Background: an optimization exercise with open tools, aiming at small area, a short achievable clock period and few clock cycles. Do not read the settings as production practice. Where RTL was checked, it was by simulation tests only, not by an equivalence proof against the original. Function not checked in runs 1 to 3: the RTL went through the layout flow alone. Power is estimated from default activity; no workload was simulated.

===== flow/config.mk =====
export PLATFORM = sky130hd
export DESIGN_NAME = riw16_core
export DESIGN_NICKNAME = riw16_core
export VERILOG_FILES = /design/flow/design.v
export SDC_FILE = /design/flow/constraint.sdc
export NUM_CORES = 4
export LEC_CHECK = 0
export CAP_MARGIN = 20
export CORE_MARGIN = 2
export CORE_UTILIZATION = 40
export SETUP_SLACK_MARGIN = 3.8
export SLEW_MARGIN = 20

===== flow/constraint.sdc =====
create_clock -name core_clock -period 8.0 [get_ports {clk}]
set_input_delay 1.6000 -clock core_clock [delete_from_list [all_inputs] [get_ports {clk}]]
set_output_delay 1.6000 -clock core_clock [all_outputs]
set_load 0.01 [all_outputs]

===== flow/design.v =====
module riw16_core (
    input  wire        clk,
    input  wire        rst,           
    output reg         mem_req,
    output reg         mem_we,
    output reg  [15:0] mem_addr,
    output reg  [15:0] mem_wdata,
    input  wire        mem_ready,
    input  wire [15:0] mem_rdata,
    input  wire        st_attached,
    input  wire        st_openable,
    input  wire        st_too_big,
    output reg         out_valid,
    output reg  [7:0]  out_byte,
    output reg         halted,
    output reg  [7:0]  status
);
    localparam OP_LOCT   = 4'h0;
    localparam OP_UOCT   = 4'h1;
    localparam OP_LOAD   = 4'h2;
    localparam OP_STORE  = 4'h3;
    localparam OP_ADD    = 4'h4;
    localparam OP_SUB    = 4'h5;
    localparam OP_AND    = 4'h6;
    localparam OP_OR     = 4'h7;
    localparam OP_XOR    = 4'h8;
    localparam OP_NOR    = 4'h9;
    localparam OP_SHIFT  = 4'hA;
    localparam OP_CMPA   = 4'hB;
    localparam OP_CMPS   = 4'hC;
    localparam OP_BRANCH = 4'hD;
    reg [15:0] pc;         
    reg [15:0] ir;         
    reg        iv;
    reg [15:0] opb;        
    reg [15:0] opc;        
    reg        m;          
    reg [15:0] ea;         
    reg [3:0]  wa;         
    reg        is_st;      
    reg [15:0] sdata;      
    reg        st255;      
    reg        st5;        
    reg        ubr;        
    wire [3:0] op   = ir[15:12];
    wire [3:0] fa   = ir[11:8];
    wire [3:0] fc   = ir[3:0];
    wire [7:0] imm8 = ir[7:0];
    wire       exec = iv && !m;
    reg         d_sub;                 
    wire        sub  = d_sub;
    wire [17:0] s2   = {1'b0, opb, 1'b1} + {1'b0, opc ^ {16{sub}}, sub};
    wire [16:0] s    = s2[17:1];
    wire [15:0] r    = s[15:0];
    wire [15:0] shin = opc[15] ? opb : {opb[0], opb[1], opb[2], opb[3], opb[4], opb[5], opb[6], opb[7],
                                        opb[8], opb[9], opb[10], opb[11], opb[12], opb[13], opb[14], opb[15]};
    wire [15:0] shl  = shin << opc[3:0];
    wire [15:0] shv  = opc[15] ? shl : {shl[0], shl[1], shl[2], shl[3], shl[4], shl[5], shl[6], shl[7],
                                        shl[8], shl[9], shl[10], shl[11], shl[12], shl[13], shl[14], shl[15]};
    wire [15:0] bx = opb ^ opc;
    wire [15:0] bo = opb | opc;
    wire z = sub ? (bx == 16'd0) : (bx == {bo[14:0], 1'b0});
    wire cy_add = s[16];
    wire cy_sub = s[16] ? (opc != 16'd0) : (opc[15] && (opb < {opc[14:0], 1'b0}));
    wire [3:0] fl = { sub ? cy_sub : cy_add,
                      (opb[15] == opc[15]) && (r[15] != opb[15]),
                      r[15],
                      z };
    reg [15:0] alu;
    always @(*) begin
        case (op)
            OP_ADD, OP_SUB:  alu = r;
            OP_AND:          alu = opb & opc;
            OP_XOR:          alu = bx;
            OP_SHIFT:        alu = shv;
            OP_OR, OP_NOR:   alu = bo;
            default:         alu = {r[15:4], fl};    
        endcase
    end
    wire [15:0] ex_val = { (op == OP_UOCT) ? imm8 : alu[15:8],
                           (op == OP_LOCT) ? imm8 : alu[7:0] };
    wire wr_hi = (op == OP_UOCT) || (op >= OP_ADD && op <= OP_SHIFT);
    wire wr_md = (op == OP_LOCT) || (op >= OP_ADD && op <= OP_SHIFT);
    wire wr_lo = (op == OP_LOCT) || (op >= OP_ADD && op <= OP_CMPS);
    wire is_ldst  = (op == OP_LOAD) || (op == OP_STORE);
    wire taken    = (op == OP_BRANCH) && ((opb[3:0] & fc) == fc);
    wire wr15_any = (fa == 4'd15) && (wr_lo || wr_hi);
    wire ex_wr    = exec && !halted && (fa != 4'd15);
    wire p_out  = (ea == 16'hFFFF);
    wire p_halt = (ea == 16'hFFFD);
    wire p_stor = (ea[15:3] == 13'h1FFF) && (ea[2:0] == 3'd2 || ea[2:0] == 3'd3 || ea[2:0] == 3'd4);
    wire lo7    = (sdata[15:7] == 9'd0);
    wire chr_del  = lo7 && (sdata[6:0] == 7'h7F);
    wire chr_pass = lo7 && (((sdata[6] || sdata[5]) && !chr_del) || (sdata[6:0] == 7'd10));
    reg [15:0] fbase;
    always @(*) begin
        fbase     = (exec && ubr) ? opc : pc;
        mem_req   = !halted;
        mem_we    = m && is_st;
        mem_wdata = sdata;
        mem_addr  = m ? ea : fbase;
    end
    wire [15:0] pc_inc = (m ? pc : fbase) + 16'd1;
    reg  [14:0] we_hi, we_md, we_lo;
    reg  [15:0] wd;
    wire [15:0] xv [0:15];
    genvar g;
    generate
        for (g = 0; g < 15; g = g + 1) begin : R
            reg [15:0] q;
            always @(posedge clk) begin
                if (we_hi[g]) q[15:8] <= wd[15:8];
                if (we_md[g]) q[7:4]  <= wd[7:4];
                if (we_lo[g]) q[3:0]  <= wd[3:0];
            end
            assign xv[g] = q;
        end
    endgenerate
    wire        f_br  = (mem_rdata[15:12] == OP_BRANCH);
    wire        i_br  = (ir[15:12] == OP_BRANCH);
    wire        st_rd = exec && (op == OP_STORE);
    wire [3:0]  fb_f  = mem_rdata[7:4];
    wire [3:0]  fc_f  = f_br ? mem_rdata[11:8] : mem_rdata[3:0];
    wire [3:0]  fb_i  = st_rd ? ir[11:8] : ir[7:4];
    wire [3:0]  fc_i  = i_br ? ir[11:8] : ir[3:0];
    wire        use_i = m || st_rd;
    wire [15:0] selb  = use_i ? (16'd1 << fb_i) : (16'd1 << fb_f);
    wire [15:0] selc  = m     ? (16'd1 << fc_i) : (16'd1 << fc_f);
    wire [3:0]  nb    = use_i ? fb_i : fb_f;
    wire [3:0]  nc    = m     ? fc_i : fc_f;
    wire [15:0] r15b  = st_rd ? pc : pc_inc;
    reg  [15:0] rb, rc;
    integer k;
    always @(*) begin
        rb = r15b & {16{selb[15]}};
        rc = pc_inc & {16{selc[15]}};
        for (k = 0; k < 15; k = k + 1) begin
            rb = rb | (xv[k] & {16{selb[k]}});
            rc = rc | (xv[k] & {16{selc[k]}});
        end
    end
    wire        ld_fw = m && !is_st;
    wire        fwb   = ld_fw ? (nb == wa) : (ex_wr && nb == fa);
    wire        fwc   = ld_fw ? (nc == wa) : (ex_wr && nc == fa);
    wire [2:0]  grp   = ld_fw ? 3'b111 : {wr_hi, wr_md, wr_lo};
    wire [15:0] fwv   = ld_fw ? mem_rdata : ex_val;
    wire [15:0] opb_n = { (fwb && grp[2]) ? fwv[15:8] : rb[15:8],
                          (fwb && grp[1]) ? fwv[7:4]  : rb[7:4],
                          (fwb && grp[0]) ? fwv[3:0]  : rb[3:0] };
    wire [15:0] opc_n = { (fwc && grp[2]) ? fwv[15:8] : rc[15:8],
                          (fwc && grp[1]) ? fwv[7:4]  : rc[7:4],
                          (fwc && grp[0]) ? fwv[3:0]  : rc[3:0] };
    reg [15:0] pc_n, ir_n, ea_n;
    reg        iv_n, m_n, is_st_n;
    reg [3:0]  wa_n;
    reg        halt_n, st255_n, st5_n, ov_n;
    reg [7:0]  ob_n;
    always @(*) begin
        pc_n = pc; ir_n = ir; iv_n = iv; m_n = m; ea_n = ea; wa_n = wa;
        is_st_n = is_st;
        halt_n = halted; st255_n = st255; st5_n = st5;
        ov_n = 1'b0; ob_n = out_byte;
        we_hi = 15'd0; we_md = 15'd0; we_lo = 15'd0;
        wd = m ? mem_rdata : ex_val;
        if (halted) begin
        end else if (m) begin
            if (mem_ready) begin
                m_n = 1'b0;
                if (iv)
                    pc_n = pc_inc;       
                if (!is_st) begin
                    if (wa == 4'd15) begin
                        pc_n = mem_rdata;
                        iv_n = 1'b0;
                    end else begin
                        we_hi[wa] = 1'b1; we_md[wa] = 1'b1; we_lo[wa] = 1'b1;
                    end
                end else if (iv && ea == pc) begin
                    pc_n = pc;
                    iv_n = 1'b0;
                end
                if (p_halt) begin
                    halt_n = 1'b1; st255_n = 1'b1;
                end else if (p_stor) begin
                    if (!st_attached) begin
                        ov_n = 1'b1; ob_n = 8'h07;
                    end else if (!st_openable) begin
                        halt_n = 1'b1;
                    end else if (st_too_big) begin
                        halt_n = 1'b1; st5_n = 1'b1;
                    end
                end else if (is_st && p_out) begin
                    if (chr_pass) begin
                        ov_n = 1'b1; ob_n = sdata[7:0];
                    end else if (chr_del) begin
                        ov_n = 1'b1; ob_n = 8'h08;
                    end
                end
            end
        end else if (!iv) begin
            if (mem_ready) begin
                ir_n = mem_rdata; iv_n = 1'b1; pc_n = pc_inc;
            end
        end else begin
            if (fa != 4'd15) begin
                we_hi[fa] = wr_hi; we_md[fa] = wr_md; we_lo[fa] = wr_lo;
            end
            if (is_ldst) begin
                m_n = 1'b1; ea_n = r; wa_n = fa; is_st_n = (op == OP_STORE);
                if (mem_ready) begin
                    ir_n = mem_rdata; iv_n = 1'b1;
                end else begin
                    iv_n = 1'b0;
                end
            end else if (taken && !ubr) begin
                pc_n = opc; iv_n = 1'b0;
            end else if (wr15_any) begin
                pc_n = { wr_hi ? ex_val[15:8] : pc[15:8],
                         wr_md ? ex_val[7:4]  : pc[7:4],
                         wr_lo ? ex_val[3:0]  : pc[3:0] };
                iv_n = 1'b0;
            end else if (mem_ready) begin
                ir_n = mem_rdata; iv_n = 1'b1; pc_n = pc_inc;
            end else begin
                iv_n = 1'b0; pc_n = fbase;
            end
        end
        if (rst) begin
            we_hi = {15{1'b1}}; we_md = {15{1'b1}}; we_lo = {15{1'b1}};
            wd = 16'd0;
        end
    end
    always @(*) begin
        status = st255 ? 8'd255 : halted ? (st5 ? 8'd5 : 8'd4) : 8'd0;
    end
    always @(posedge clk) begin
        if (rst) begin
            pc <= 16'd0; iv <= 1'b0; m <= 1'b0;
            halted <= 1'b0; st255 <= 1'b0; st5 <= 1'b0;
            out_valid <= 1'b0; out_byte <= 8'h00;
        end else begin
            pc <= pc_n; iv <= iv_n; m <= m_n;
            halted <= halt_n; st255 <= st255_n; st5 <= st5_n;
            out_valid <= ov_n; out_byte <= ob_n;
        end
        ir <= ir_n; ea <= ea_n; wa <= wa_n; is_st <= is_st_n;
        opb <= opb_n;
        opc <= opc_n;
        if (!m)
            sdata <= rb;
        ubr <= (ir_n[15:12] == OP_BRANCH) && (ir_n[3:0] == 4'd0);
        d_sub <= (ir_n[15:12] == OP_SUB) || (ir_n[15:12] == OP_CMPS);
    end
endmodule

===== flow/run.sh =====
#!/bin/bash
# synth_recipe.tcl (not shown) runs the flow's synth.tcl, then flattens the netlist and writes it again
# the make line also repeats each setting of config.mk as NAME=value (left out here)
make -C /OpenROAD-flow-scripts/flow DESIGN_CONFIG=/design/flow/config.mk WORK_HOME=/design/flow/orfs CLKGATE_MAP_FILE= SYNTH_SCRIPT=/design/flow/synth_recipe.tcl finish

==> results of run 1 <==
[worst paths after layout]
check	cells past startpoint	slack, ns	start	end
setup / recovery	12	3.84	mem_rdata[14]	opc[1]
hold / removal	1	0.47	out_byte[7]	out_byte[7]
setup reg to reg	12	3.84	d_sub	R[7].q[15]
hold reg to reg	1	0.47	out_byte[7]	out_byte[7]
[sequential cells by signal (all words and copies together) (netlist names), 4 cells and up]
register  cells
R.q         240
ea           16
ir           16
opb          16
opc          16
pc           16
sdata        16
out_byte      8
wa            4
[repair_timing]
action,CTS,global route
pin swaps,15,10
cloned,4,2
endpoints found under the setup margin,172,201
hold buffers,0,0
buffers inserted,62,9
gates resized for setup,69,51
[area by class of cell]
type / count / share of cell area [%]
Tap cell: 765 / 3.45
Antenna cell: 4 / 0.0360
Inverter: 70 / 0.986
Clock buffer: 52 / 4.07
Multi-Input combinational cell: 1810 / 46.7
Clock inverter: 22 / 0.829
Timing Repair Buffer: 241 / 7.92
Sequential cell: 357 / 36.1
[cells in the final DEF, fill, tap and decap left out, types with 16 or more instances in the layout]
master,Yosys,layout
buf_4,13,142
a21oi_1,212,207
nand3_1,87,86
nor2_1,196,180
clkdlybuf4s50_1,0,58
a22oi_1,104,104
xnor2_1,45,42
a221oi_1,27,26
edfxtp_1,285,285
clkbuf_16,0,44
mux2_2,41,36
nor4_1,33,22
and3_1,18,18
o21ai_0,126,125
nor3_1,55,53
a222oi_1,19,19
a21o_1,20,20
a211oi_1,20,19
nand2_1,187,184
nand4_1,37,37
o221ai_1,18,17
dfxtp_1,72,64
xor2_1,64,63
a22o_1,29,29
inv_1,68,66
a31oi_1,25,24
ha_1,70,70
nor2b_1,16,16
mux2i_1,86,76
[synthesized netlist by cell type, types with 10 or more instances]
master,instances,share of area [%]
buf_2,51,1.1
clkbuf_1,84,1.4
buf_1,17,0.27
o22ai_1,15,0.40
dfxtp_1,72,6.2
a222oi_1,19,0.81
a21o_1,20,0.64
nor4_2,10,0.54
mux4_2,15,1.4
mux2i_1,86,3.7
nor4_1,33,0.88
nand2b_1,15,0.40
a221oi_1,27,1.0
o221ai_1,18,0.68
nand3_1,87,1.9
mux2_2,41,2.0
o211ai_1,12,0.39
xor2_1,64,2.4
a31oi_1,25,0.67
edfxtp_1,285,37
buf_4,13,0.42
nor3b_1,11,0.35
a211oi_1,20,0.64
nand2_1,187,3.0
a22o_1,29,1.1
and3_1,18,0.48
nand4_1,37,0.99
xnor2_1,45,1.7
nor3_1,55,1.2
nor2_1,196,3.2
a22oi_1,104,3.3
and2_1,12,0.32
a21oi_1,212,4.5
ha_1,70,3.8
o21a_1,11,0.35
nor2b_1,16,0.43
o21ai_0,126,2.7
inv_1,68,1.1
[metrics by stage]
| step | hold WS, ns | power [mW] |
|---|---|---|
| global placement | 0.457 | 7.57 |
| finish | 0.472 | 9.91 |
| floorplan | 0.424 | 5.55 |
| detailed placement | 0.468 | 7.57 |
| CTS | 0.479 | 9.57 |
| global route | 0.497 | 10.1 |
[layer usage]
metal / GRT usage, % / wire, um / share of wire, % / up-vias
li1: - / - / - / 9508
met1: 49.9 / 45500 / 37 / 11200
met2: 61.4 / 53500 / 43 / 1956
met3: 11.2 / 14500 / 12 / 541
met4: 26.5 / 10600 / 8.5 / 2
met5: 0 / 11 / 0.0089 / -
[power by group]
| group | switching (mW) | internal, mW | total (mW) |
|---|---|---|---|
| registers | 0.866 | 2.90 | 3.77 |
| logic | 2.79 | 1.42 | 4.20 |
| clock network | 0.828 | 1.11 | 1.93 |
[cell families after synthesis]
kind of cell / after synthesis / synth area share [%]
XOR/XNOR: 110 / 4.19
multiplexers: 144 / 7.27
AND/OR/NAND/NOR: 729 / 15.6
AO/OA/AOI/OAI: 752 / 22.0
adder cells (fa/ha/maj): 70 / 3.75
flip-flops: 357 / 42.8
buffers and inverters: 237 / 4.36
==> impl_summary.txt, run 1 <==
----------------------------------------------------
[Synthesis]
  Post-synth net total ... 2491
  Synthesis-stage register bit count ... 357
  Synthesized instance count ... 2399
  Fraction of registers with async set/reset ... 0%
  Seq/Total Area, Yosys ... 42.8%
  Average instance area after synthesis ... 9.73 um^2
  Netlist area before placement ... 0.0233 mm^2
  Number of enable flip-flop cells after synthesis ... 285
  Flip-flop cell with the highest count after synthesis ... edfxtp_1
  Number of warnings reported in the yosys synthesis log ... 1
  Count of unique library cells instantiated by Yosys ... 109

[Final layout]
  Multi-input gate area ... 0.0130 mm^2
  Share of layout cells above drive strength 1 ... 16.5%
  Layout net count ... 2614
  Number of standard cells in the final layout excluding fillers ... 3321
  Area added between synthesis and finish ... 19.0%
  Fillers ... 5380
  Sequential cell area ... 0.0100 mm^2
  Design Area, Final ... 0.0278 mm^2
  Post-layout utilization of the core ... 48.1%

[Critical path]
  Category of the worst setup path launch point ... primary input
  WP buf/inv ... 5
  Setup crit end kind ... flop
  Delay of the slowest critical-path stage ... 0.63 ns
  Arrival time reported for the critical path endpoint ... 4.68 ns
  Dominant cell type by count on the critical path ... buf_4
  Classification of the worst setup path ... in -> reg
  Cell-by-cell trace of the critical path ... dlygate4sd2_1 > nand4b_1 > buf_4 > buf_4 > mux2i_2 > mux2_4 > buf_4 > nor4_4 > buf_6 > a222oi_1 > o21ai_0 > o31a_1
  Critical-path cell with the highest stage delay ... nor4_4
  Kind of cell with the highest combined delay on the critical path ... buffers and inverters
  WP data required ... 8.52 ns
  Max Fanout on Critical Path ... 7

[Global route]
  First-pass GRT wire length ... 171000 um
  Vias in the first global route ... 21700
  Number of antenna violations at the first check in global routing ... 5
  Tot GR Track Use ... 40.3%
  Aggregate global routing overflow ... 0
  Maximum number of pins on one net before global-route repair ... 68

[Clock network]
  Worst skew pair latency ... 0.59 ns
  CTS Buf Count ... 42
  Root Driver ... clkbuf_16
  Clk sink count ... 357
  Buffers from clock root to sink, at most ... 3
  Clock-pin transition on the worst setup and hold timing paths ... 0.06 ns
  Clock tree from TritonCTS ... yes
  H-tree depth reported by CTS ... 2

[Place]
  Placed cell count ... 3166
  Worst slack at placement ... 1.94 ns
  Cell area after placement ... 0.0252 mm^2
  DP HPWL ... 91400 um
  Gpl congestion ... 1.08
  Port Buf Inserts ... 73

[Floorplan]
  I/O Pins ... 74
  Floorplan row count ... 88
  DIE AREA ... 0.0603 mm^2
  Width of the die ... 246 um
  Vertical die dimension ... 246 um
  Starting density of the core ... 40.5%
  Placeable core region ... 0.0577 mm^2

[Timing]
  Achievable frequency ... 240 MHz
  Setup repair after global routing missed its margin ... true
  Worst Tran Pin Value ... 1.15 ns
  Final cycle utilization of the critical path ... 52.1%
  Time the worst path needs with I/O delays and setup ... 4.16 ns
  Worst clock skew ... 0.0153 ns
  Final total negative setup slack ... 0 ns
  Relative slew slack ... 23.4%
  Number of hold-slack violations in the final timing report ... 0
  Slew Limit Fails ... 0
  Setup violators final ... 0
  Worst Slack Setup Final ... 3.84 ns

[Routing]
  Detailed Route WL ... 124000 um
  Detailed Routing Iterations Pass 1 ... 8
  Post-detailed-route count of antenna-violating nets ... 0
  Total number of vias ... 23200
  Total DRC errors in the routed layout ... 0
  Drt initial violations ... 3663
  Detail-routed net length per standard cell ... 37.3 um
  Ratio of routed vias to standard cells ... 6.98

[Hold path]
  Class of the tightest hold or removal check ... reg -> reg

[Pwr]
  Worst supply voltage drop on vdd ... 227 uV
  Power density over cell area ... 357 mW/mm^2
  Leak pwr ... 10.4 nW

[Flow run]
  Max Cap Viol ... 0

[Outcome]
  Run status ... timing/DRC/antenna clean

----------------------------------------------------
==> run 2, diff against run 1 <==
--- a/flow/config.mk
+++ b/flow/config.mk
@@ -10,3 +10,3 @@
 export CORE_UTILIZATION = 40
-export SETUP_SLACK_MARGIN = 3.8
+export SETUP_SLACK_MARGIN = 3.0
 export SLEW_MARGIN = 20
==> impl_summary.txt, run 2 <==
----------------------------------------------------
[Pwr]
  Internal power summed over all cells ... 5.34 mW (was 5.43 mW)
  Combinational Power Share ... 41.5% (was 42.4%)
  Worst supply voltage drop on vdd ... 234 uV (was 227 uV)
  Total power consumption of the routed design ... 9.75 mW (was 9.91 mW)
  Clock network power share ... 19.9% (was 19.5%)
  Leak pwr ... 9.87 nW (was 10.4 nW)
  Sequential group share of total power ... 38.6% (was 38.1%)
  P_sw ... 4.41 mW (was 4.48 mW)
  Power density over cell area ... 365 mW/mm^2 (was 357 mW/mm^2)
  Net switching fraction of the power ... 45.2% (about the same)

[Final layout]
  Register with the most flip-flops ... R.q (unchanged)
  Flip-flop count of the largest register, all copies and words added ... 240 (unchanged)
  Share of layout cells above drive strength 1 ... 12.8% (was 16.5%)
  Sequential cell area ... 0.0100 mm^2 (about the same)
  Most used cells in the layout excluding fill and tap cells ... edfxtp_1 (285), a21oi_1 (211), nand2_1 (187) (was edfxtp_1 (285), a21oi_1 (207), nand2_1 (184))
  Area added between synthesis and finish ... 14.5% (was 19.0%)
  Design Area, Final ... 0.0267 mm^2 (was 0.0278 mm^2)
  Layout net count ... 2544 (was 2614)
  Leading cell type in the layout, fill and taps excluded ... edfxtp_1 (unchanged)
  Fillers ... 5472 (was 5380)
  Multi-input gate area ... 0.0126 mm^2 (was 0.0130 mm^2)

[Outcome]
  Run status ... timing/DRC/antenna clean (unchanged)

[Routing]
  Detail-routed net length per standard cell ... 37.4 um (was 37.3 um)
  Ratio of routed vias to standard cells ... 7.00 (was 6.98)
  Post-detailed-route count of antenna-violating nets ... 0 (unchanged)
  Detailed Route WL ... 122000 um (was 124000 um)
  Total DRC errors in the routed layout ... 0 (unchanged)
  Detailed Routing Iterations Pass 1 ... 9 (was 8)
  Drt initial violations ... 3662 (was 3663)
  Total number of vias ... 22700 (was 23200)

[Synthesis]
  Post-synth net total ... 2491 (unchanged)
  Number of warnings reported in the yosys synthesis log ... 1 (unchanged)
  Flip-flop cell with the highest count after synthesis ... edfxtp_1 (unchanged)
  Synthesis-stage register bit count ... 357 (unchanged)
  Share of Yosys cell area claimed by the top area cell type ... 36.7% (unchanged)
  Netlist area before placement ... 0.0233 mm^2 (unchanged)
  Most frequent cells after synthesis ... edfxtp_1 (285), a21oi_1 (212), nor2_1 (196), nand2_1 (187), o21ai_0 (126) (unchanged)
  Most common cell in the synthesized netlist ... edfxtp_1 (unchanged)
  Fraction of registers with async set/reset ... 0% (unchanged)
  Cell type contributing the most total cell area after synthesis ... edfxtp_1 (unchanged)
  Number of enable flip-flop cells after synthesis ... 285 (unchanged)
  Average instance area after synthesis ... 9.73 um^2 (unchanged)
  Synth area leaders ... edfxtp_1 (37%), dfxtp_1 (6.2%), a21oi_1 (4.5%), ha_1 (3.8%), mux2i_1 (3.7%) (unchanged)
  Count of unique library cells instantiated by Yosys ... 109 (unchanged)
  Seq/Total Area, Yosys ... 42.8% (unchanged)
  Synthesized instance count ... 2399 (unchanged)

[Timing]
  Setup repair after global routing missed its margin ... true (unchanged)
  Final cycle utilization of the critical path ... 63.4% (was 52.1%)
  Worst Tran Pin Value ... 1.21 ns (was 1.15 ns)
  Slew Limit Fails ... 0 (unchanged)
  Setup violators final ... 0 (unchanged)
  Relative slew slack ... 19.2% (was 23.4%)
  Achievable frequency ... 197 MHz (was 240 MHz)
  Worst clock skew ... 0.0296 ns (was 0.0153 ns)
  Final total negative setup slack ... 0 ns (unchanged)
  Time the worst path needs with I/O delays and setup ... 5.08 ns (was 4.16 ns)
  Number of hold-slack violations in the final timing report ... 0 (unchanged)

[Global route]
  Aggregate global routing overflow ... 0 (unchanged)
  Vias in the first global route ... 21200 (was 21700)
  Maximum number of pins on one net before global-route repair ... 68 (unchanged)
  First-pass GRT wire length ... 167000 um (was 171000 um)
  Number of antenna violations at the first check in global routing ... 5 (unchanged)
  Tot GR Track Use ... 39.5% (was 40.3%)

[Place]
  Port Buf Inserts ... 73 (unchanged)
  Cell area after placement ... 0.0252 mm^2 (unchanged)
  DP HPWL ... 91400 um (unchanged)
  Gpl congestion ... 1.08 (unchanged)

[Critical path]
  Arrival time reported for the critical path endpoint ... 5.54 ns (was 4.68 ns)
  Max Fanout on Critical Path ... 45 (was 7)
  WP data required ... 8.46 ns (was 8.52 ns)
  Category of the worst setup path launch point ... flop (was primary input)
  Classification of the worst setup path ... reg -> reg (was in -> reg)
  Setup crit end kind ... flop (unchanged)

[Floorplan]
  I/O Pins ... 74 (unchanged)
  DIE AREA ... 0.0603 mm^2 (unchanged)
  Placeable core region ... 0.0577 mm^2 (unchanged)
  Floorplan row count ... 88 (unchanged)
  Vertical die dimension ... 246 um (unchanged)
  Width of the die ... 246 um (unchanged)
  Starting density of the core ... 40.5% (unchanged)

[Clock network]
  Clock tree from TritonCTS ... yes (unchanged)
  Buffers from clock root to sink, at most ... 3 (unchanged)
  Root Driver ... clkbuf_16 (unchanged)
  Worst skew pair latency ... 0.60 ns (was 0.59 ns)
  H-tree depth reported by CTS ... 2 (unchanged)
  Clk sink count ... 357 (unchanged)
  CTS Buf Count ... 42 (unchanged)
  Clock-pin transition on the worst setup and hold timing paths ... 0.05 ns (was 0.06 ns)

[Hold path]
  Class of the tightest hold or removal check ... reg -> reg (unchanged)

[Flow run]
  Max Cap Viol ... 0 (unchanged)

----------------------------------------------------
## run 2: cell types whose count changed in the layout (fill, tap and decap cells not counted), sizes merged, moves of 2 or more
cell and change:
buf -64, clkdlybuf4s50 +13, dlygate4sd2 -7, dlymetal6s2s -5
nand3b -2
## run 2: worst paths after layout
kind / startpoint / end / slack (ns) / depth (start not counted)
worst max-delay path: m / opb[11] / 2.92 / 12
worst min-delay path: out_byte[7] / out_byte[7] / 0.47 / 1
worst max register to register: m / opb[11] / 2.92 / 12
worst min register to register: out_byte[7] / out_byte[7] / 0.47 / 1
## run 2: area by class of cell
| type | instances | share of cell area, % |
|---|---|---|
| Tap cell | 765 | 3.58 |
| Clock buffer | 52 | 4.23 |
| Clock inverter | 22 | 0.862 |
| Multi-Input combinational cell | 1805 | 47.2 |
| Timing Repair Buffer | 176 | 5.67 |
| Sequential cell | 357 | 37.4 |
| Inverter | 70 | 0.983 |
| Antenna cell | 3 | 0.0281 |
## run 2: critical path, cell delays in order, from the launching register on
cell,delay [ns]
dfxtp_4,0.50
inv_2,0.54
buf_4,0.75
o21ai_4,0.22
o221a_2,0.32
buf_4,0.29
nor4_2,1.04
buf_4,0.38
a22o_1,0.18
a221oi_1,0.11
o2111ai_1,0.14
nor2_1,0.11
mux2i_1,0.27
## run 2: power groups by stage
stage	clock [mW]	combinational, mW	sequential [mW]
final	1.94	4.05	3.76
after global routing	2.01	4.20	3.75
after CTS	1.94	3.86	3.70
after detailed placement	0	3.84	3.74
after global placement	0	3.80	3.78
after floorplan	0	2.33	3.22
## run 2: metrics by stage
stage / instances / worst slack, ns / util (%) / hold slack [ns]
2_1_floorplan: 2399 / 4.00 / - / 0.424
3_3_place_gp: 3162 / 1.70 / 43.5 / 0.457
3_5_place_dp: 3166 / 1.94 / 43.7 / 0.468
4_1_cts: 3244 / 2.86 / 46.1 / 0.479
5_1_grt: 3247 / 3.00 / 46.3 / 0.497
6_report: 3250 / 2.92 / 46.3 / 0.472
## run 2: logic make-up after synthesis
group	synth area share, %
AOI/OAI and AO/OA	22.0
and+or+nand+nor	15.6
DFF	42.8
buffers and inverters	4.36
muxes	7.27
xor gates and xnor gates	4.19
adders and majority gates	3.75
## run 2: routing by layer
metal	track usage (%)	wire [um]	up-vias
li1	-	-	9354
met1	49.6	45500	11100
met2	61.6	53600	1814
met3	9.97	13500	465
met4	22.9	8930	4
met5	0	25	-
## run 2: what timing repair did
action,CTS,global route
setup buffers,4,3
hold buffers,0,0
resized for setup,9,8
pin swaps,1,1
endpoints found under the hold margin,0,0
endpoints found under the setup margin,18,28
==> run 3, diff against run 2 <==
--- a/flow/config.mk
+++ b/flow/config.mk
@@ -10,3 +10,3 @@
 export CORE_UTILIZATION = 40
-export SETUP_SLACK_MARGIN = 3.0
+export SETUP_SLACK_MARGIN = 4.4
 export SLEW_MARGIN = 20
==> impl_summary.txt, run 3 <==
----------------------------------------------------
[Outcome]
  Run status ... timing/DRC/antenna clean (unchanged)

[Synthesis]
  Fraction of registers with async set/reset ... 0% (unchanged)
  Synthesized instance count ... 2399 (unchanged)
  Count of unique library cells instantiated by Yosys ... 109 (unchanged)
  Cell type contributing the most total cell area after synthesis ... edfxtp_1 (unchanged)
  Synth area leaders ... edfxtp_1 (37%), dfxtp_1 (6.2%), a21oi_1 (4.5%), ha_1 (3.8%), mux2i_1 (3.7%) (unchanged)
  Synthesis-stage register bit count ... 357 (unchanged)
  Seq/Total Area, Yosys ... 42.8% (unchanged)
  Average instance area after synthesis ... 9.73 um^2 (unchanged)
  Share of Yosys cell area claimed by the top area cell type ... 36.7% (unchanged)
  Post-synth net total ... 2491 (unchanged)
  Flip-flop cell with the highest count after synthesis ... edfxtp_1 (unchanged)
  Netlist area before placement ... 0.0233 mm^2 (unchanged)
  Number of enable flip-flop cells after synthesis ... 285 (unchanged)
  Most frequent cells after synthesis ... edfxtp_1 (285), a21oi_1 (212), nor2_1 (196), nand2_1 (187), o21ai_0 (126) (unchanged)
  Most common cell in the synthesized netlist ... edfxtp_1 (unchanged)
  Number of warnings reported in the yosys synthesis log ... 1 (unchanged)

[Place]
  Port Buf Inserts ... 73 (unchanged)
  Placed cell count ... 3169 (was 3166)
  DP HPWL ... 91300 um (was 91400 um)
  Gpl congestion ... 1.08 (about the same)
  Worst slack at placement ... 2.29 ns (was 1.94 ns)

[Timing]
  Setup violators final ... 0 (unchanged)
  Time the worst path needs with I/O delays and setup ... 3.86 ns (was 5.08 ns)
  Achievable frequency ... 259 MHz (was 197 MHz)
  Slew Limit Fails ... 0 (unchanged)
  Setup repair after global routing missed its margin ... true (unchanged)
  Smallest hold slack ... 0.473 ns (was 0.472 ns)
  Final cycle utilization of the critical path ... 48.3% (was 63.4%)
  Worst Tran Pin Value ... 0.946 ns (was 1.21 ns)
  Relative slew slack ... 36.3% (was 19.2%)
  Final total negative setup slack ... 0 ns (unchanged)
  Number of hold-slack violations in the final timing report ... 0 (unchanged)
  Worst Slack Setup Final ... 4.14 ns (was 2.92 ns)
  Worst clock skew ... 0.0441 ns (was 0.0296 ns)

[Critical path]
  Worst Reg-to-Reg Cells ... 13 (was 12)
  End of the worst register-to-register path ... R[6].q[14] (was opb[11])
  Setup crit end kind ... output port (was flop)
  Critical R2R Launch ... opc[10] (was m)
  WP data required ... 6.40 ns (was 8.46 ns)
  Category of the worst setup path launch point ... flop (unchanged)
  Arrival time reported for the critical path endpoint ... 2.26 ns (was 5.54 ns)
  Max Fanout on Critical Path ... 5 (was 45)
  Register-to-Register Setup Slack ... 4.33 ns (was 2.92 ns)
  Classification of the worst setup path ... reg -> out (was reg -> reg)

[Floorplan]
  Placeable core region ... 0.0577 mm^2 (unchanged)
  Starting density of the core ... 40.5% (unchanged)
  I/O Pins ... 74 (unchanged)
  Vertical die dimension ... 246 um (unchanged)
  DIE AREA ... 0.0603 mm^2 (unchanged)
  Width of the die ... 246 um (unchanged)
  Floorplan row count ... 88 (unchanged)

[Final layout]
  Multi-input gate area ... 0.0140 mm^2 (was 0.0126 mm^2)
  Area added between synthesis and finish ... 31.9% (was 14.5%)
  Flip-flop count of the largest register, all copies and words added ... 240 (unchanged)
  Sequential cell area ... 0.0100 mm^2 (about the same)
  Number of standard cells in the final layout excluding fillers ... 3478 (was 3250)
  Leading cell type in the layout, fill and taps excluded ... edfxtp_1 (unchanged)
  Fillers ... 5092 (was 5472)
  Layout net count ... 2771 (was 2544)
  Post-layout utilization of the core ... 53.4% (was 46.3%)
  Share of layout cells above drive strength 1 ... 27.3% (was 12.8%)
  Register with the most flip-flops ... R.q (unchanged)
  Most used cells in the layout excluding fill and tap cells ... edfxtp_1 (285), buf_4 (226), a21oi_1 (191) (was edfxtp_1 (285), a21oi_1 (211), nand2_1 (187))

[Global route]
  Vias in the first global route ... 22600 (was 21200)
  Aggregate global routing overflow ... 0 (unchanged)
  First-pass GRT wire length ... 177000 um (was 167000 um)
  Tot GR Track Use ... 41.7% (was 39.5%)
  Maximum number of pins on one net before global-route repair ... 55 (was 68)
  Number of antenna violations at the first check in global routing ... 5 (unchanged)

[Routing]
  Total number of vias ... 24400 (was 22700)
  Top metal layer carrying routed signals ... met5 (unchanged)
  Ratio of routed vias to standard cells ... 7.02 (was 7.00)
  Detailed Route WL ... 131000 um (was 122000 um)
  Total DRC errors in the routed layout ... 0 (unchanged)
  Routed wire length on met3 ... 15400 um (was 13500 um)
  Detail-routed net length per standard cell ... 37.6 um (was 37.4 um)
  Wl on met1 ... 47200 um (was 45500 um)
  Wire length on met2 ... 55900 um (was 53600 um)
  Drt initial violations ... 4356 (was 3662)
  Post-detailed-route count of antenna-violating nets ... 0 (unchanged)
  Detailed Routing Iterations Pass 1 ... 10 (was 9)

[Clock network]
  Buffers from clock root to sink, at most ... 3 (unchanged)
  Worst skew pair latency ... 0.60 ns (about the same)
  Clk sink count ... 357 (unchanged)
  Hold buffers post-CTS ... 0 (unchanged)
  Root Driver ... clkbuf_16 (unchanged)
  Clock tree from TritonCTS ... yes (unchanged)
  H-tree depth reported by CTS ... 2 (unchanged)
  Clock-pin transition on the worst setup and hold timing paths ... 0.06 ns (was 0.05 ns)
  CTS Buf Count ... 42 (unchanged)

[Hold path]
  Class of the tightest hold or removal check ... reg -> reg (unchanged)
  End point of the worst hold path ... out_byte[6] (was out_byte[7])
  Worst hold path stage count ... 2 (was 1)
  Worst min-delay path startpoint ... out_byte[6] (was out_byte[7])

[Pwr]
  Worst supply voltage drop on vdd ... 231 uV (was 234 uV)
  Power density over cell area ... 351 mW/mm^2 (was 365 mW/mm^2)
  Leak pwr ... 11.8 nW (was 9.87 nW)

[Flow run]
  Max Cap Viol ... 0 (unchanged)

----------------------------------------------------
[run 3: area by class of cell]
class | count | area share (%)
Antenna cell | 1 | 0.00812
Clock buffer | 53 | 3.89
Clock inverter | 24 | 0.577
Inverter | 70 | 1.02
Multi-Input combinational cell | 1811 | 45.4
Sequential cell | 357 | 32.6
Tap cell | 765 | 3.11
Timing Repair Buffer | 397 | 13.4
[run 3: routing by layer]
layer  track usage [%]  vias up
met2              63.0     2106
li1                  -     9841
met1              52.1    11800
met3              10.7      628
met5                 0        -
met4              29.2        4
[run 3: power breakdown]
part | switching [mW] | internal, mW | leakage [nW]
Sequential | 0.855 | 2.91 | 3.52
Combinational | 3.17 | 1.92 | 7.58
Clock | 0.836 | 1.11 | 0.686
Total | 4.86 | 5.94 | 11.8
[run 3: logic make-up (layout without fill, tap and decap cells)]
| group | after synthesis | count (layout) | share of synthesized area (%) |
|---|---|---|---|
| xor+xnor | 110 | 110 | 4.19 |
| mux | 144 | 147 | 7.27 |
| fa+ha+maj | 70 | 70 | 3.75 |
| simple gates | 729 | 731 | 15.6 |
| compound gates | 752 | 753 | 22.0 |
| buf+inv | 237 | 544 | 4.36 |
| flops | 357 | 357 | 42.8 |
| other cells | 0 | 1 | 0 |
[run 3: worst max path at each step]
stage                  start            to  cells after the start
4_1_cts                    m  mem_addr[14]                      6
2_1_floorplan  mem_rdata[13]       opc[12]                     10
3_3_place_gp   mem_rdata[14]        opc[4]                     10
5_1_grt                    m  mem_addr[14]                      6
6_report                   m   mem_addr[2]                      6
3_5_place_dp   mem_rdata[14]       opc[15]                     10
[run 3: timing repair]
item	4_1_cts	5_1_grt
setup endpoints to repair	432	445
setup buffers	103	107
pin swaps	42	65
resized for setup	331	199
cloned	15	5
[run 3: critical path: stages (launching register included)]
cell and delay [ns]:
dfxtp_4 0.37, buf_16 0.13, and3b_4 0.37, buf_6 0.12
mux2_4 0.30, mux2_4 0.27, buf_6 0.12
[run 3: through the flow]
stage | power, mW | instance area (um^2)
after detailed placement | 7.66 | 25300
final | 10.8 | 30800
after CTS | 10.1 | 28900
after global routing | 11.0 | 30800
after floorplan | 5.57 | 23500
after global placement | 7.67 | 25300
==> run 4, diff against run 3 <==
--- a/flow/design.v
+++ b/flow/design.v
@@ -126,4 +126,6 @@
     wire        use_i = m || st_rd;
+    wire [15:0] dfa   = 16'd1 << mem_rdata[11:8];
+    wire [15:0] dfc   = 16'd1 << mem_rdata[3:0];
     wire [15:0] selb  = use_i ? (16'd1 << fb_i) : (16'd1 << fb_f);
-    wire [15:0] selc  = m     ? (16'd1 << fc_i) : (16'd1 << fc_f);
+    wire [15:0] selc  = m ? (16'd1 << fc_i) : ((dfa & {16{f_br}}) | (dfc & {16{!f_br}}));
     wire [3:0]  nb    = use_i ? fb_i : fb_f;
@@ -161,3 +163,4 @@
         halt_n = halted; st255_n = st255; st5_n = st5;
-        ov_n = 1'b0; ob_n = out_byte;
+        ov_n = 1'b0;
+        ob_n = p_stor ? 8'h07 : chr_del ? 8'h08 : sdata[7:0];
         we_hi = 15'd0; we_md = 15'd0; we_lo = 15'd0;
@@ -185,3 +188,3 @@
                     if (!st_attached) begin
-                        ov_n = 1'b1; ob_n = 8'h07;
+                        ov_n = 1'b1;
                     end else if (!st_openable) begin
@@ -193,5 +196,5 @@
                     if (chr_pass) begin
-                        ov_n = 1'b1; ob_n = sdata[7:0];
+                        ov_n = 1'b1;
                     end else if (chr_del) begin
-                        ov_n = 1'b1; ob_n = 8'h08;
+                        ov_n = 1'b1;
                     end
@@ -239,3 +242,3 @@
             halted <= 1'b0; st255 <= 1'b0; st5 <= 1'b0;
-            out_valid <= 1'b0; out_byte <= 8'h00;
+            out_valid <= 1'b0;
         end else begin
@@ -243,4 +246,5 @@
             halted <= halt_n; st255 <= st255_n; st5 <= st5_n;
-            out_valid <= ov_n; out_byte <= ob_n;
-        end
+            out_valid <= ov_n;
+        end
+        out_byte <= ob_n;            
         ir <= ir_n; ea <= ea_n; wa <= wa_n; is_st <= is_st_n;
--- a/flow/config.mk
+++ b/flow/config.mk
@@ -10,3 +10,3 @@
 export CORE_UTILIZATION = 40
-export SETUP_SLACK_MARGIN = 4.4
+export SETUP_SLACK_MARGIN = 4.2
 export SLEW_MARGIN = 20
==> impl_summary.txt, run 4 <==
----------------------------------------------------
[Clock network]
  Clock-pin transition on the worst setup and hold timing paths ... 0.06 ns (about the same)
  CTS Buf Count ... 40 (was 42)
  Clock tree from TritonCTS ... yes (unchanged)
  H-tree depth reported by CTS ... 2 (unchanged)
  Worst skew pair latency ... 0.60 ns (about the same)
  Clk sink count ... 357 (unchanged)
  Hold buffers post-CTS ... 0 (unchanged)
  Root Driver ... clkbuf_16 (unchanged)
  Buffers from clock root to sink, at most ... 3 (unchanged)

[Floorplan]
  DIE AREA ... 0.0606 mm^2 (was 0.0603 mm^2)
  Width of the die ... 246 um (about the same)
  Floorplan row count ... 88 (unchanged)
  Vertical die dimension ... 246 um (about the same)
  Starting density of the core ... 40.5% (about the same)
  I/O Pins ... 74 (unchanged)
  Placeable core region ... 0.0578 mm^2 (was 0.0577 mm^2)

[Routing]
  Ratio of routed vias to standard cells ... 7.02 (about the same)
  Detailed Routing Iterations Pass 1 ... 10 (unchanged)
  Total number of vias ... 23400 (was 24400)
  Detailed Route WL ... 125000 um (was 131000 um)
  Post-detailed-route count of antenna-violating nets ... 0 (unchanged)
  Detail-routed net length per standard cell ... 37.6 um (about the same)
  Drt initial violations ... 3357 (was 4356)
  Total DRC errors in the routed layout ... 0 (unchanged)

[Synthesis]
  Cell type contributing the most total cell area after synthesis ... edfxtp_1 (unchanged)
  Post-synth net total ... 2479 (was 2491)
  Synthesized instance count ... 2387 (was 2399)
  Count of unique library cells instantiated by Yosys ... 99 (was 109)
  Synthesis-stage register bit count ... 357 (unchanged)
  Share of Yosys cell area claimed by the top area cell type ... 36.5% (was 36.7%)
  Synth area leaders ... edfxtp_1 (37%), dfxtp_1 (6.1%), a21oi_1 (4.7%), ha_1 (3.7%), a22oi_1 (3.5%) (was edfxtp_1 (37%), dfxtp_1 (6.2%), a21oi_1 (4.5%), ha_1 (3.8%), mux2i_1 (3.7%))
  Flip-flop cell with the highest count after synthesis ... edfxtp_1 (unchanged)
  Average instance area after synthesis ... 9.82 um^2 (was 9.73 um^2)
  Most frequent cells after synthesis ... edfxtp_1 (285), a21oi_1 (220), nand2_1 (185), nor2_1 (172), clkbuf_1 (111) (was edfxtp_1 (285), a21oi_1 (212), nor2_1 (196), nand2_1 (187), o21ai_0 (126))
  Number of warnings reported in the yosys synthesis log ... 1 (unchanged)
  Most common cell in the synthesized netlist ... edfxtp_1 (unchanged)
  Number of enable flip-flop cells after synthesis ... 285 (unchanged)
  Netlist area before placement ... 0.0234 mm^2 (was 0.0233 mm^2)
  Fraction of registers with async set/reset ... 0% (unchanged)
  Seq/Total Area, Yosys ... 42.7% (was 42.8%)

[Final layout]
  Sequential cell area ... 0.0100 mm^2 (about the same)
  Register with the most flip-flops ... R.q (unchanged)
  Fillers ... 5336 (was 5092)
  Flip-flop count of the largest register, all copies and words added ... 240 (unchanged)
  Multi-input gate area ... 0.0135 mm^2 (was 0.0140 mm^2)
  Layout net count ... 2633 (was 2771)
  Share of layout cells above drive strength 1 ... 21.4% (was 27.3%)
  Most used cells in the layout excluding fill and tap cells ... edfxtp_1 (285), a21oi_1 (197), nand2_1 (181) (was edfxtp_1 (285), buf_4 (226), a21oi_1 (191))
  Number of standard cells in the final layout excluding fillers ... 3337 (was 3478)
  Leading cell type in the layout, fill and taps excluded ... edfxtp_1 (unchanged)
  Design Area, Final ... 0.0287 mm^2 (was 0.0308 mm^2)
  Area added between synthesis and finish ... 22.6% (was 31.9%)

[Global route]
  Maximum number of pins on one net before global-route repair ... 54 (was 55)
  Tot GR Track Use ... 40.5% (was 41.7%)
  Aggregate global routing overflow ... 0 (unchanged)
  Number of antenna violations at the first check in global routing ... 3 (was 5)
  Vias in the first global route ... 22300 (was 22600)
  First-pass GRT wire length ... 173000 um (was 177000 um)

[Timing]
  Setup repair after global routing missed its margin ... true (unchanged)
  Number of hold-slack violations in the final timing report ... 0 (unchanged)
  Final cycle utilization of the critical path ... 49.4% (was 48.3%)
  Relative slew slack ... 18.7% (was 36.3%)
  Setup violators final ... 0 (unchanged)
  Slew Limit Fails ... 0 (unchanged)
  Smallest hold slack ... 0.462 ns (was 0.473 ns)
  Time the worst path needs with I/O delays and setup ... 3.95 ns (was 3.86 ns)
  Final total negative setup slack ... 0 ns (unchanged)
  Achievable frequency ... 253 MHz (was 259 MHz)
  Worst Slack Setup Final ... 4.05 ns (was 4.14 ns)
  Worst Tran Pin Value ... 1.21 ns (was 0.946 ns)
  Worst clock skew ... 0.0362 ns (was 0.0441 ns)

[Pwr]
  Clock network power share ... 17.5% (was 18.0%)
  Combinational Power Share ... 46.4% (was 47.1%)
  Power density over cell area ... 370 mW/mm^2 (was 351 mW/mm^2)
  Sequential group share of total power ... 36.1% (was 34.9%)
  Worst supply voltage drop on vdd ... 251 uV (was 231 uV)
  P_sw ... 4.84 mW (was 4.86 mW)
  Leak pwr ... 10.6 nW (was 11.8 nW)
  Net switching fraction of the power ... 45.6% (was 45.0%)
  Internal power summed over all cells ... 5.79 mW (was 5.94 mW)

[Critical path]
  Classification of the worst setup path ... reg -> reg (was reg -> out)
  Arrival time reported for the critical path endpoint ... 4.46 ns (was 2.26 ns)
  WP data required ... 8.51 ns (was 6.40 ns)
  Setup crit end kind ... flop (was output port)
  Category of the worst setup path launch point ... flop (unchanged)
  Critical R2R Launch ... opb[6] (was opc[10])
  Max Fanout on Critical Path ... 8 (was 5)
  CP Launch Point ... opb[6] (was m)

[Place]
  Cell area after placement ... 0.0252 mm^2 (was 0.0253 mm^2)
  Worst slack at placement ... 2.56 ns (was 2.29 ns)
  Gpl congestion ... 1.04 (was 1.08)
  DP HPWL ... 89100 um (was 91300 um)
  Port Buf Inserts ... 73 (unchanged)
  Placed cell count ... 3146 (was 3169)

[Outcome]
  Run status ... timing/DRC/antenna clean (unchanged)

[Hold path]
  Worst min-delay path startpoint ... st5 (was out_byte[6])
  Class of the tightest hold or removal check ... reg -> reg (unchanged)

[Flow run]
  Max Cap Viol ... 0 (unchanged)

----------------------------------------------------
run 4: metal layers:
metal / GRT usage (%) / vias up / routed length (um)
met5: 0 / - / 13
met2: 62.4 / 1821 / 54400
met1: 50.8 / 11500 / 46700
li1: - / 9622 / -
met3: 8.95 / 524 / 13400
met4: 27.0 / 2 / 10800
run 4: kinds of logic after synthesis:
family / synth area share (%)
AO/OA/AOI/OAI: 23.2
AND/OR/NAND/NOR: 14.8
flip-flops: 42.7
buffers and inverters: 4.31
multiplexers: 7.25
XOR/XNOR: 4.04
adder cells (fa/ha/maj): 3.74
run 4: power by group through the flow:
| stage | registers [mW] | clock network, mW | logic, mW |
|---|---|---|---|
| floorplan | 3.30 | 0 | 2.53 |
| global placement | 3.83 | 0 | 4.19 |
| detailed placement | 3.79 | 0 | 4.19 |
| CTS | 3.76 | 1.87 | 4.56 |
| global route | 3.83 | 1.95 | 5.09 |
| finish | 3.83 | 1.86 | 4.93 |
run 4: worst max-delay path: stages, from the launching register on:
cell and delay [ns]:
dfxtp_1 0.79, inv_1 0.15, mux4_2 0.55, mux4_2 0.49
o22ai_1 0.26, a211o_1 0.22, a21oi_1 0.09, o31ai_1 0.99
mux2_2 0.32
run 4: layout make-up:
type	count	area share [%]
antenna	3	0.0261
clock buffer	50	3.72
clock inverter	20	0.784
inverter	67	0.975
multi-input combinational	1796	46.8
sequential	357	34.9
tap	765	3.33
timing repair buffer	278	9.41
timing repair inverter	1	0.0174
run 4: repair_timing:
item	in CTS	in global routing
setup endpoints to repair	438	351
gates cloned	10	2
gates resized for setup	291	91
setup buffers	83	23
hold endpoints to repair	0	0
pin swaps	40	24
run 4: final timing paths:
kind / end / slack, ns / cells past startpoint
max: opb[7] / 4.05 / 8
min: st5 / 0.46 / 2
min reg2reg: st5 / 0.46 / 2
max reg2reg: opb[7] / 4.05 / 8
run 4: through the flow:
stage                     power [mW]  utilization [%]
after floorplan                 5.83                -
after global placement          8.02             43.5
after detailed placement        7.98             43.5
after CTS                       10.2             48.8
after global routing            10.9             49.7
final                           10.6             49.7
Testbench counts of run 4, summed over its fixed seeds: cycles 165,507.
==> run 5, diff against run 4 <==
--- a/flow/design.v
+++ b/flow/design.v
@@ -54,7 +54,3 @@
     wire [15:0] r    = s[15:0];
-    wire [15:0] shin = opc[15] ? opb : {opb[0], opb[1], opb[2], opb[3], opb[4], opb[5], opb[6], opb[7],
-                                        opb[8], opb[9], opb[10], opb[11], opb[12], opb[13], opb[14], opb[15]};
-    wire [15:0] shl  = shin << opc[3:0];
-    wire [15:0] shv  = opc[15] ? shl : {shl[0], shl[1], shl[2], shl[3], shl[4], shl[5], shl[6], shl[7],
-                                        shl[8], shl[9], shl[10], shl[11], shl[12], shl[13], shl[14], shl[15]};
+    wire [15:0] shv  = opc[15] ? (opb << opc[3:0]) : (opb >> opc[3:0]);
     wire [15:0] bx = opb ^ opc;
==> impl_summary.txt, run 5 <==
----------------------------------------------------
[Critical path]
  End of the worst register-to-register path ... opb[2] (was opb[7])
  WP data required ... 8.49 ns (was 8.51 ns)
  Worst Reg-to-Reg Cells ... 9 (was 8)
  Register-to-Register Setup Slack ... 4.14 ns (was 4.05 ns)
  Dominant cell type by count on the critical path ... mux2i_1 (was mux4_2)
  Classification of the worst setup path ... reg -> reg (unchanged)
  Critical-path cell with the highest stage delay ... dfxtp_1 (was o31ai_1)
  Category of the worst setup path launch point ... flop (unchanged)
  Delay of the slowest critical-path stage ... 0.96 ns (was 0.99 ns)
  WP buf/inv ... 0 (was 1)
  Setup crit end kind ... flop (unchanged)
  Arrival time reported for the critical path endpoint ... 4.36 ns (was 4.46 ns)
  Critical R2R Launch ... opb[8] (was opb[6])
  Cell-by-cell trace of the critical path ... ha_1 > o21ai_0 > nor2_1 > o311ai_2 > o2111ai_1 > or4_1 > a31oi_2 > mux2i_1 > mux2i_1 (was inv_1 > mux4_2 > mux4_2 > o22ai_1 > a211o_1 > a21oi_1 > o31ai_1 > mux2_2)
  Max Fanout on Critical Path ... 12 (was 8)
  Kind of cell with the highest combined delay on the critical path ... compound AO/OA/AOI/OAI gates (unchanged)

[Flow run]
  Max Cap Viol ... 0 (unchanged)

[Timing]
  Setup repair after global routing missed its margin ... true (unchanged)
  Time the worst path needs with I/O delays and setup ... 3.86 ns (was 3.95 ns)
  Number of hold-slack violations in the final timing report ... 0 (unchanged)
  Worst clock skew ... 0.0225 ns (was 0.0362 ns)
  Worst Tran Pin Value ... 1.19 ns (was 1.21 ns)
  Setup violators final ... 0 (unchanged)
  Final total negative setup slack ... 0 ns (unchanged)
  Relative slew slack ... 20.4% (was 18.7%)
  Achievable frequency ... 259 MHz (was 253 MHz)
  Final cycle utilization of the critical path ... 48.3% (was 49.4%)
  Smallest hold slack ... 0.476 ns (was 0.462 ns)
  Worst Slack Setup Final ... 4.14 ns (was 4.05 ns)
  Slew Limit Fails ... 0 (unchanged)

[Routing]
  Top metal layer carrying routed signals ... met5 (unchanged)
  Total number of vias ... 25400 (was 23400)
  Drt initial violations ... 4431 (was 3357)
  Wl on met1 ... 46700 um (about the same)
  Wire length on met2 ... 54500 um (was 54400 um)
  Detailed Routing Iterations Pass 1 ... 10 (unchanged)
  Post-detailed-route count of antenna-violating nets ... 0 (unchanged)
  Ratio of routed vias to standard cells ... 7.21 (was 7.02)
  Detail-routed net length per standard cell ... 36.8 um (was 37.6 um)
  Routed wire length on met3 ... 16800 um (was 13400 um)
  Detailed Route WL ... 129000 um (was 125000 um)
  Total DRC errors in the routed layout ... 0 (unchanged)

[Place]
  Worst slack at placement ... 2.50 ns (was 2.56 ns)
  Cell area after placement ... 0.0263 mm^2 (was 0.0252 mm^2)
  DP HPWL ... 91100 um (was 89100 um)
  Gpl congestion ... 1.05 (was 1.04)
  Port Buf Inserts ... 73 (unchanged)

[Synthesis]
  Number of enable flip-flop cells after synthesis ... 285 (unchanged)
  Synthesized instance count ... 2605 (was 2387)
  Count of unique library cells instantiated by Yosys ... 102 (was 99)
  Synth area leaders ... edfxtp_1 (35%), dfxtp_1 (5.8%), a21oi_1 (3.8%), ha_1 (3.6%), mux2i_1 (3.2%) (was edfxtp_1 (37%), dfxtp_1 (6.1%), a21oi_1 (4.7%), ha_1 (3.7%), a22oi_1 (3.5%))
  Average instance area after synthesis ... 9.49 um^2 (was 9.82 um^2)
  Flip-flop cell with the highest count after synthesis ... edfxtp_1 (unchanged)
  Cell type contributing the most total cell area after synthesis ... edfxtp_1 (unchanged)
  Seq/Total Area, Yosys ... 40.5% (was 42.7%)
  Share of Yosys cell area claimed by the top area cell type ... 34.6% (was 36.5%)
  Number of warnings reported in the yosys synthesis log ... 1 (unchanged)
  Netlist area before placement ... 0.0247 mm^2 (was 0.0234 mm^2)
  Post-synth net total ... 2698 (was 2479)
  Fraction of registers with async set/reset ... 0% (unchanged)
  Most frequent cells after synthesis ... edfxtp_1 (285), nand2_1 (203), nor2_1 (198), a21oi_1 (188), o21ai_0 (145) (was edfxtp_1 (285), a21oi_1 (220), nand2_1 (185), nor2_1 (172), clkbuf_1 (111))
  Most common cell in the synthesized netlist ... edfxtp_1 (unchanged)
  Synthesis-stage register bit count ... 357 (unchanged)

[Pwr]
  Worst supply voltage drop on vdd ... 235 uV (was 251 uV)
  Sequential group share of total power ... 35.6% (was 36.1%)
  Net switching fraction of the power ... 45.9% (was 45.6%)
  Combinational Power Share ... 46.8% (was 46.4%)
  P_sw ... 4.84 mW (about the same)
  Power density over cell area ... 358 mW/mm^2 (was 370 mW/mm^2)
  Clock network power share ... 17.6% (was 17.5%)
  Leak pwr ... 10.7 nW (was 10.6 nW)
  Internal power summed over all cells ... 5.70 mW (was 5.79 mW)

[Global route]
  Tot GR Track Use ... 39.2% (was 40.5%)
  Number of antenna violations at the first check in global routing ... 2 (was 3)
  Maximum number of pins on one net before global-route repair ... 88 (was 54)
  Vias in the first global route ... 23500 (was 22300)
  First-pass GRT wire length ... 179000 um (was 173000 um)
  Aggregate global routing overflow ... 0 (unchanged)

[Final layout]
  Area added between synthesis and finish ... 19.2% (was 22.6%)
  Flip-flop count of the largest register, all copies and words added ... 240 (unchanged)
  Fillers ... 5705 (was 5336)
  Share of layout cells above drive strength 1 ... 18.3% (was 21.4%)
  Leading cell type in the layout, fill and taps excluded ... edfxtp_1 (unchanged)
  Most used cells in the layout excluding fill and tap cells ... edfxtp_1 (285), nand2_1 (199), nor2_1 (182) (was edfxtp_1 (285), a21oi_1 (197), nand2_1 (181))
  Post-layout utilization of the core ... 48.0% (was 49.7%)
  Register with the most flip-flops ... R.q (unchanged)
  Design Area, Final ... 0.0294 mm^2 (was 0.0287 mm^2)
  Layout net count ... 2791 (was 2633)

[Clock network]
  CTS Buf Count ... 39 (was 40)
  H-tree depth reported by CTS ... 2 (unchanged)
  Clk sink count ... 357 (unchanged)
  Worst skew pair latency ... 0.59 ns (was 0.60 ns)
  Clock tree from TritonCTS ... yes (unchanged)
  Buffers from clock root to sink, at most ... 3 (unchanged)
  Root Driver ... clkbuf_16 (unchanged)
  Clock-pin transition on the worst setup and hold timing paths ... 0.06 ns (about the same)
  Hold buffers post-CTS ... 0 (unchanged)

[Floorplan]
  Floorplan row count ... 91 (was 88)
  Starting density of the core ... 40.3% (was 40.5%)
  I/O Pins ... 74 (unchanged)
  Width of the die ... 253 um (was 246 um)
  Vertical die dimension ... 253 um (was 246 um)
  DIE AREA ... 0.0638 mm^2 (was 0.0606 mm^2)
  Placeable core region ... 0.0614 mm^2 (was 0.0578 mm^2)

[Outcome]
  Run status ... timing/DRC/antenna clean (unchanged)

[Hold path]
  Worst min-delay path startpoint ... st5 (unchanged)
  Class of the tightest hold or removal check ... reg -> reg (unchanged)
  End point of the worst hold path ... st5 (unchanged)
  Worst hold path stage count ... 1 (was 2)

----------------------------------------------------
## run 5: cell type report
cell class / instances / area [um^2] / share of cell area (%)
Clock buffer: 53 / 1050 / 3.56
Clock inverter: 18 / 229 / 0.778
Timing Repair Buffer: 250 / 2430 / 8.26
Tap cell: 790 / 988 / 3.36
Multi-Input combinational cell: 1984 / 14400 / 49.0
Antenna cell: 1 / 2.50 / 0.00850
Sequential cell: 357 / 10000 / 34.1
Inverter: 66 / 259 / 0.879
## run 5: cells by family after synthesis
group	after synthesis	synth area share, %
AO/OA/AOI/OAI	829	23.2
AND/OR/NAND/NOR	819	16.5
flip-flops	357	40.5
buffers and inverters	272	4.84
multiplexers	151	7.61
XOR/XNOR	106	3.79
adder cells (fa/ha/maj)	71	3.60
## run 5: how the worst max path moves through the flow
stage                 start            to  slack (ns)  depth (start not counted)
4_1_cts                  iv  mem_addr[15]        3.99                          8
2_1_floorplan         d_sub     R[0].q[9]        4.24                         12
5_1_grt        mem_rdata[5]       opb[15]        4.16                         11
6_report             opb[8]        opb[2]        4.14                          9
3_3_place_gp   mem_rdata[5]        opb[0]        2.50                          8
3_5_place_dp   mem_rdata[5]        opb[0]        2.50                          8
## run 5: routing by layer
layer	up-vias	GRT usage, %
met3	585	11.3
met1	12200	49.2
met2	2241	58.0
met5	-	0
li1	10300	-
met4	4	27.5
## run 5: power groups by stage
stage          clock [mW]  combinational, mW  sequential, mW
6_report             1.86               4.92            3.75
5_1_grt              1.92               5.05            3.74
4_1_cts              1.86               4.46            3.67
3_5_place_dp            0               4.19            3.69
3_3_place_gp            0               4.15            3.71
2_1_floorplan           0               2.53            3.25
## run 5: timing repair
item	4_1_cts	5_1_grt
cloned	11	4
gates resized for setup	227	80
endpoints found under the hold margin	0	0
buffers inserted	43	38
pin swaps	18	27
endpoints found under the setup margin	450	277
## run 5: worst reg2reg max path, stage by stage, from the launching register on
cell	delay, ns
dfxtp_1	0.96
ha_1	0.45
o21ai_0	0.11
nor2_1	0.08
o311ai_2	0.38
o2111ai_1	0.31
or4_1	0.51
a31oi_2	0.40
mux2i_1	0.32
mux2i_1	0.25
## run 5: through the flow
step,std cells,total power [mW]
final,3519,10.5
after detailed placement,3351,7.87
after global routing,3518,10.7
after CTS,3476,9.99
after floorplan,2605,5.78
after global placement,3350,7.86
Testbench counts of run 5, summed over its fixed seeds: cycles 165,507.
==> run 6, diff against run 5 <==
--- a/flow/config.mk
+++ b/flow/config.mk
@@ -10,3 +10,3 @@
 export CORE_UTILIZATION = 40
-export SETUP_SLACK_MARGIN = 4.2
+export SETUP_SLACK_MARGIN = 4.0
 export SLEW_MARGIN = 20
==> impl_summary.txt, run 6 <==
----------------------------------------------------
[Outcome]
  Run status ... timing/DRC/antenna clean (unchanged)

[Timing]
  Slew Limit Fails ... 0 (unchanged)
  Time the worst path needs with I/O delays and setup ... 4.16 ns (was 3.86 ns)
  Worst clock skew ... 0.0474 ns (was 0.0225 ns)
  Relative slew slack ... 17.5% (was 20.4%)
  Worst Tran Pin Value ... 1.24 ns (was 1.19 ns)
  Smallest hold slack ... 0.486 ns (was 0.476 ns)
  Number of hold-slack violations in the final timing report ... 0 (unchanged)
  Achievable frequency ... 241 MHz (was 259 MHz)
  Setup violators final ... 0 (unchanged)
  Final total negative setup slack ... 0 ns (unchanged)
  Setup repair after global routing missed its margin ... true (unchanged)
  Final cycle utilization of the critical path ... 51.9% (was 48.3%)

[Floorplan]
  Floorplan row count ... 91 (unchanged)
  DIE AREA ... 0.0638 mm^2 (unchanged)
  Vertical die dimension ... 253 um (unchanged)
  Starting density of the core ... 40.3% (unchanged)
  Placeable core region ... 0.0614 mm^2 (unchanged)
  I/O Pins ... 74 (unchanged)
  Width of the die ... 253 um (unchanged)

[Clock network]
  Root Driver ... clkbuf_16 (unchanged)
  Worst skew pair latency ... 0.63 ns (was 0.59 ns)
  H-tree depth reported by CTS ... 2 (unchanged)
  Clock-pin transition on the worst setup and hold timing paths ... 0.06 ns (about the same)
  CTS Buf Count ... 42 (was 39)
  Hold buffers post-CTS ... 0 (unchanged)
  Clock tree from TritonCTS ... yes (unchanged)
  Clk sink count ... 357 (unchanged)
  Buffers from clock root to sink, at most ... 3 (unchanged)

[Critical path]
  Register-to-Register Setup Slack ... 3.84 ns (was 4.14 ns)
  Kind of cell with the highest combined delay on the critical path ... compound AO/OA/AOI/OAI gates (unchanged)
  Classification of the worst setup path ... reg -> reg (unchanged)
  CP Launch Point ... opb[14] (was opb[8])
  WP data required ... 8.47 ns (was 8.49 ns)
  Max Fanout on Critical Path ... 10 (was 12)
  Capturing element of the worst setup path ... opb[14] (was opb[2])
  Total number of cells along the worst setup path ... 9 (unchanged)
  Critical-path cell with the highest stage delay ... dfxtp_1 (unchanged)
  End of the worst register-to-register path ... opb[14] (was opb[2])
  Cell-by-cell trace of the critical path ... inv_1 > ha_1 > a21oi_1 > o221ai_1 > a31o_2 > o32ai_1 > nand3_1 > mux2i_2 > mux2i_1 (was ha_1 > o21ai_0 > nor2_1 > o311ai_2 > o2111ai_1 > or4_1 > a31oi_2 > mux2i_1 > mux2i_1)
  Arrival time reported for the critical path endpoint ... 4.63 ns (was 4.36 ns)
  Worst Reg-to-Reg Cells ... 9 (unchanged)
  Critical R2R Launch ... opb[14] (was opb[8])
  Delay of the slowest critical-path stage ... 0.86 ns (was 0.96 ns)
  WP buf/inv ... 1 (was 0)
  Setup crit end kind ... flop (unchanged)
  Category of the worst setup path launch point ... flop (unchanged)

[Routing]
  Detailed Route WL ... 132000 um (was 129000 um)
  Post-detailed-route count of antenna-violating nets ... 0 (unchanged)
  Detail-routed net length per standard cell ... 37.9 um (was 36.8 um)
  Drt initial violations ... 3915 (was 4431)
  Ratio of routed vias to standard cells ... 7.18 (was 7.21)
  Total number of vias ... 25000 (was 25400)
  Detailed Routing Iterations Pass 1 ... 8 (was 10)
  Total DRC errors in the routed layout ... 0 (unchanged)

[Final layout]
  Share of layout cells above drive strength 1 ... 16.6% (was 18.3%)
  Most used cells in the layout excluding fill and tap cells ... edfxtp_1 (285), nand2_1 (200), nor2_1 (178) (was edfxtp_1 (285), nand2_1 (199), nor2_1 (182))
  Register with the most flip-flops ... R.q (unchanged)
  Sequential cell area ... 0.0100 mm^2 (about the same)
  Design Area, Final ... 0.0292 mm^2 (was 0.0294 mm^2)
  Multi-input gate area ... 0.0143 mm^2 (was 0.0144 mm^2)
  Area added between synthesis and finish ... 18.1% (was 19.2%)
  Leading cell type in the layout, fill and taps excluded ... edfxtp_1 (unchanged)
  Flip-flop count of the largest register, all copies and words added ... 240 (unchanged)
  Number of standard cells in the final layout excluding fillers ... 3489 (was 3519)
  Fillers ... 5734 (was 5705)
  Layout net count ... 2757 (was 2791)

[Hold path]
  Class of the tightest hold or removal check ... reg -> reg (unchanged)
  Worst min-delay path startpoint ... st5 (unchanged)

[Place]
  Placed cell count ... 3349 (was 3351)
  Gpl congestion ... 1.03 (was 1.05)
  Cell area after placement ... 0.0262 mm^2 (was 0.0263 mm^2)
  Port Buf Inserts ... 73 (unchanged)
  DP HPWL ... 94800 um (was 91100 um)

[Synthesis]
  Count of unique library cells instantiated by Yosys ... 102 (unchanged)
  Synthesis-stage register bit count ... 357 (unchanged)
  Synth area leaders ... edfxtp_1 (35%), dfxtp_1 (5.8%), a21oi_1 (3.8%), ha_1 (3.6%), mux2i_1 (3.2%) (unchanged)
  Netlist area before placement ... 0.0247 mm^2 (unchanged)
  Synthesized instance count ... 2605 (unchanged)
  Cell type contributing the most total cell area after synthesis ... edfxtp_1 (unchanged)
  Average instance area after synthesis ... 9.49 um^2 (unchanged)
  Post-synth net total ... 2698 (unchanged)
  Fraction of registers with async set/reset ... 0% (unchanged)
  Number of enable flip-flop cells after synthesis ... 285 (unchanged)
  Most frequent cells after synthesis ... edfxtp_1 (285), nand2_1 (203), nor2_1 (198), a21oi_1 (188), o21ai_0 (145) (unchanged)
  Seq/Total Area, Yosys ... 40.5% (unchanged)
  Number of warnings reported in the yosys synthesis log ... 1 (unchanged)
  Flip-flop cell with the highest count after synthesis ... edfxtp_1 (unchanged)
  Most common cell in the synthesized netlist ... edfxtp_1 (unchanged)
  Share of Yosys cell area claimed by the top area cell type ... 34.6% (unchanged)

[Global route]
  Vias in the first global route ... 23400 (was 23500)
  Tot GR Track Use ... 40.6% (was 39.2%)
  Aggregate global routing overflow ... 0 (unchanged)
  Maximum number of pins on one net before global-route repair ... 89 (was 88)
  Number of antenna violations at the first check in global routing ... 2 (unchanged)
  First-pass GRT wire length ... 184000 um (was 179000 um)

[Pwr]
  Total power consumption of the routed design ... 10.6 mW (was 10.5 mW)
  Worst supply voltage drop on vdd ... 230 uV (was 235 uV)
  Leak pwr ... 10.6 nW (was 10.7 nW)
  Power density over cell area ... 365 mW/mm^2 (was 358 mW/mm^2)

[Flow run]
  Max Cap Viol ... 0 (unchanged)

----------------------------------------------------
## run 6: how the worst min path moves through the flow
stage	to	cells after the start
after CTS	st5	1
final	st5	1
after global placement	st5	1
after floorplan	st5	1
after detailed placement	st5	1
after global routing	st5	1
## run 6: cell families after synthesis
group	share of synthesized area, %
fa+ha+maj	3.60
buf+inv	4.84
flops	40.5
mux	7.61
xor+xnor	3.79
simple gates	16.5
compound gates	23.2
## run 6: layer usage
| metal | global-route usage, % | wire length, um |
|---|---|---|
| met3 | 9.29 | 14500 |
| met4 | 26.1 | 10400 |
| met2 | 61.6 | 57500 |
| met5 | 0 | 0 |
| met1 | 52.0 | 49900 |
## run 6: power by group
group	switching, mW	internal (mW)	total [mW]
Sequential	0.842	2.93	3.77
Combinational	3.12	1.64	4.77
Clock	0.887	1.22	2.11
## run 6: per-stage QoR
step	setup WS, ns	util [%]
after floorplan	4.04	-
after global routing	3.96	47.5
after CTS	3.99	47.1
after global placement	2.51	42.7
after detailed placement	2.55	42.7
final	3.84	47.5
## run 6: cell type report
class                      instances  area share (%)
timing repair inverter             1          0.0300
clock buffer                      46            3.69
tap                              790            3.39
sequential                       357            34.4
antenna                            1         0.00858
inverter                          66           0.991
timing repair buffer             211            7.04
multi-input combinational       1985            49.0
clock inverter                    32            1.44
## run 6: timing repair
item | 4_1_cts | 5_1_grt
pin swaps | 11 | 2
resized for setup | 178 | 59
cloned | 15 | 0
hold endpoints to repair | 0 | 0
buffers inserted | 38 | 8
endpoints found under the setup margin | 425 | 322
